Source: an optimization exercise on an open RTL-to-GDS flow (aim: small area, a short achievable clock period and few clock cycles). Production flows keep margins and buffers that such runs may drop. Power and IR drop assume default switching activity.

## run P
==> flow/design.v <==
module xvcd_clkdiv (
    input  wire        clk,
    input  wire        rst,           
    input  wire        in_valid,
    output wire        in_ready,
    input  wire [31:0] in_hz,         
    input  wire        in_hs,         
    output reg         out_valid,
    input  wire        out_ready,
    output wire [15:0] out_divisor,
    output wire [31:0] out_achieved,  
    output reg         out_base_high,
    output reg         out_clamped,
    output reg         out_err        
);
    localparam [22:0] M_STD = 23'd5_999_999;    
    localparam [2:0] S_IDLE  = 3'd0,
                     S_SETUP = 3'd1,    
                     S_DIV1  = 3'd2,    
                     S_DIV2  = 3'd3,    
                     S_TAB   = 3'd4,    
                     S_DONE  = 3'd5;
    reg  [2:0]  state;
    reg  [22:0] rem;         
    reg  [22:0] den;         
    reg  [24:0] quo;         
    reg  [4:0]  cnt;         
    reg         m_bit;       
    assign in_ready     = (state == S_IDLE);
    assign out_divisor  = den[15:0];
    assign out_achieved = {7'd0, quo};
    wire [20:0] inc_c;
    assign inc_c[0] = 1'b1;
    genvar g;
    generate
        for (g = 0; g < 20; g = g + 1) begin : g_inc
            assign inc_c[g + 1] = inc_c[g] & quo[g];
        end
    endgenerate
    wire [19:0] quo_inc = quo[19:0] ^ inc_c[19:0];
    function automatic ge_c(input [31:0] x, input [31:0] c);
        integer j;
        reg     r;
        begin
            r = 1'b1;
            for (j = 0; j < 32; j = j + 1)
                r = c[j] ? (x[j] & r) : (x[j] | r);
            ge_c = r;
        end
    endfunction
    wire ge_92    = ge_c(in_hz, 32'd92);
    wire ge_6m    = ge_c(in_hz, 32'd6_000_000);
    wire gt_6m    = ge_c(in_hz, 32'd6_000_001);
    wire gt_30m   = ge_c(in_hz, 32'd30_000_001);
    wire ge_30m   = ge_c(in_hz, 32'd30_000_000);
    wire ge_15m   = ge_c(in_hz, 32'd15_000_000);
    wire ge_10m   = ge_c(in_hz, 32'd10_000_000);
    wire ge_7m5   = ge_c(in_hz, 32'd7_500_000);
    wire high     = in_hs & gt_6m;
    wire [2:0] hdiv = ge_30m ? 3'd0 : ge_15m ? 3'd1 : ge_10m ? 3'd2 :
                      ge_7m5 ? 3'd3 : 3'd4;
    wire [22:0] lz_in = {quo[21:0], 1'b1};
    wire [23:0] above;                        
    assign above[23] = 1'b0;
    generate
        for (g = 22; g >= 0; g = g - 1) begin : g_above
            assign above[g] = above[g + 1] | lz_in[g];
        end
    endgenerate
    wire [22:0] lead = lz_in & ~above[23:1];   
    reg [4:0]  k_start;
    reg [22:0] rem_init;
    reg        m_init;
    integer    i;
    always @(*) begin
        k_start  = 5'd0;
        rem_init = 23'd0;
        m_init   = 1'b0;
        for (i = 0; i < 23; i = i + 1) begin
            k_start  = k_start  | ({5{lead[i]}} & (5'd22 - i[4:0]));
            rem_init = rem_init | ({23{lead[i]}} & (M_STD >> (23 - i)));
            m_init   = m_init   | (lead[i] & M_STD[22 - i]);
        end
    end
    wire [4:0]  cnt_dec = cnt - 5'd1;
    wire [23:0] rem_sh  = {rem, m_bit};
    wire [25:0] rem_add = {1'b0, rem_sh, 1'b1} + {2'b11, ~den, state != S_DIV2};
    wire [24:0] rem_sub = rem_add[25:1];
    wire        q_bit   = !rem_sub[24];
    wire [22:0] rem_nxt = q_bit ? rem_sub[22:0] : rem_sh[22:0];
    wire [24:0] q_next  = {quo[23:0], q_bit};
    wire [24:0] q_fin   = q_bit ? {4'd0, quo_inc, 1'b0} : {4'd0, quo[19:0], 1'b1};
    wire        last    = (cnt == 5'd0);
    wire        start2  = (state == S_DIV1) && last && (quo[23:2] != 22'd0);
    wire [2:0]  ti = den[2:0];
    wire [24:0] tab_std =
        ti[2] ? (ti[1] ? (ti[0] ? 25'd750_000   : 25'd857_143)
                       : (ti[0] ? 25'd1_000_000   : 25'd1_200_000))
              : (ti[1] ? (ti[0] ? 25'd1_500_000 : 25'd2_000_000)
                       : (ti[0] ? 25'd3_000_000 : 25'd6_000_000));
    wire [24:0] tab_high =
        ti[2] ? 25'd6_000_000
              : (ti[1] ? (ti[0] ? 25'd7_500_000 : 25'd10_000_000)
                       : (ti[0] ? 25'd15_000_000 : 25'd30_000_000));
    wire [24:0] tab = out_base_high ? tab_high : tab_std;
    always @(posedge clk) begin
        if (state == S_SETUP || start2) begin
            rem   <= rem_init;
            cnt   <= k_start;
            m_bit <= m_init;
        end else begin
            rem   <= rem_nxt;
            cnt   <= cnt_dec;
            m_bit <= M_STD[cnt_dec];
        end
    end
    always @(posedge clk) begin
        if (rst) begin
            state     <= S_IDLE;
            out_valid <= 1'b0;
        end else begin
            case (state)
            S_IDLE: begin
                if (in_valid) begin
                    quo           <= {3'd0, in_hz[22:1]};
                    out_err       <= !ge_92;
                    out_base_high <= high;
                    out_clamped   <= in_hs ? gt_30m : gt_6m;
                    if (!ge_92) begin
                        out_valid <= 1'b1;
                        state     <= S_DONE;
                    end else if (ge_6m) begin
                        den   <= high ? {20'd0, hdiv} : 23'd0;
                        state <= S_TAB;
                    end else begin
                        den   <= in_hz[22:0];
                        state <= S_SETUP;
                    end
                end
            end
            S_SETUP: begin
                quo   <= 25'd0;
                state <= S_DIV1;
            end
            S_DIV1: begin
                if (last) begin
                    den <= q_next[22:0];
                    quo <= 25'd0;
                    state <= start2 ? S_DIV2 : S_TAB;
                end else begin
                    quo <= q_next;
                end
            end
            S_DIV2: begin
                quo <= q_next;
                if (last) begin
                    quo       <= q_fin;
                    out_valid <= 1'b1;
                    state     <= S_DONE;
                end
            end
            S_TAB: begin
                quo       <= tab;
                out_valid <= 1'b1;
                state     <= S_DONE;
            end
            S_DONE: begin
                if (out_ready) begin
                    out_valid <= 1'b0;
                    state     <= S_IDLE;
                end
            end
            default: state <= S_IDLE;
            endcase
        end
    end
endmodule
clock: 8.0 ns
lec_check: 0
abc_clock_period_in_ps: 3000
cap_margin: 20
core_margin: 2
core_utilization: 40
place_density: 0.6
setup_slack_margin: 5.0
slew_margin: 20
run.sh (not shown) runs the stock make flow with config.mk's settings and CLKGATE_MAP_FILE= SYNTH_SCRIPT=/design/flow/synth_recipe.tcl, a recipe that flattens the netlist after the stock synthesis.
Run P ran to completion and came out clean on the timing, design-rule and antenna checks.
Input-level comparison between run M and run P:
-- flow/config.mk --
<<< run P, line 7
export LEC_CHECK = 0
export ABC_CLOCK_PERIOD_IN_PS = 3000
export CAP_MARGIN = 20
>>> run M, line 7
export LEC_CHECK = 0
export ABC_CLOCK_PERIOD_IN_PS = 4000
export CAP_MARGIN = 20
<<< run P, line 12
export PLACE_DENSITY = 0.6
export SETUP_SLACK_MARGIN = 5.0
export SLEW_MARGIN = 20
>>> run M, line 12
export PLACE_DENSITY = 0.6
export SETUP_SLACK_MARGIN = 4.0
export SLEW_MARGIN = 20
## What came out
Min total routing resource utilization after global routing across run M and run P: run M. Sort run M and run P by final critical path time including I/O delays and setup, ascending, and run P comes first. Compared with run P, run M ends up with a smaller final cell area. Reported for run M and run P, multiplexer area fraction after synthesis turned out identical to the last digit. Clock slew at the register clock pins of the worst setup and hold paths: run P vs run M — no meaningful difference. Note that the wire length of the first global-routing pass recorded for run P amounts to 1.07 times the value seen in run M. Taking run P as the reference, in run M number of filler cells placed in the layout moved up, total detailed-routing wirelength now smaller, final standard cell utilization of the core shows a reduction of 6.2 points, half-perimeter wire length of the detailed placement result fell by 1.7%. As of run M, total power had fallen by more than 10% compared to run P.
No run of this note included a check of the RTL's function; only the layout flow was run.

-- static timing again, ports no longer ideal --
The results above use ideal ports. As a check the final layouts listed here were re-extracted and re-timed, cells and wires unchanged.
Step 1, drivers: a clkbuf_16 drives clk and a buf_2 each remaining input, both assumed.
Step 2 moves the port delays by t, midway between the first and last clock arrival at a register: inputs arrive t later, outputs are due t later. That takes back most of the time a late clock gives input paths.
a / b / c = ideal ports / drivers / drivers and shift; a / b = the first two.
| run | t (ns) | slack for setup (ns) | worst register clock-pin slew, ns | cell pins on the clock port's net |
|---|---|---|---|---|
| run P | 0.403 | 4.139 / 4.139 / 4.139 | 0.07 / 0.07 | 1 |
| run M | 0.394 | 4.076 / 4.076 / 3.739 | 0.07 / 0.07 | 1 |
After both steps every run listed still meets setup and hold. The setup slack of run M, which loses most, moves by 0.000 ns with the drivers and by -0.337 ns with both steps.
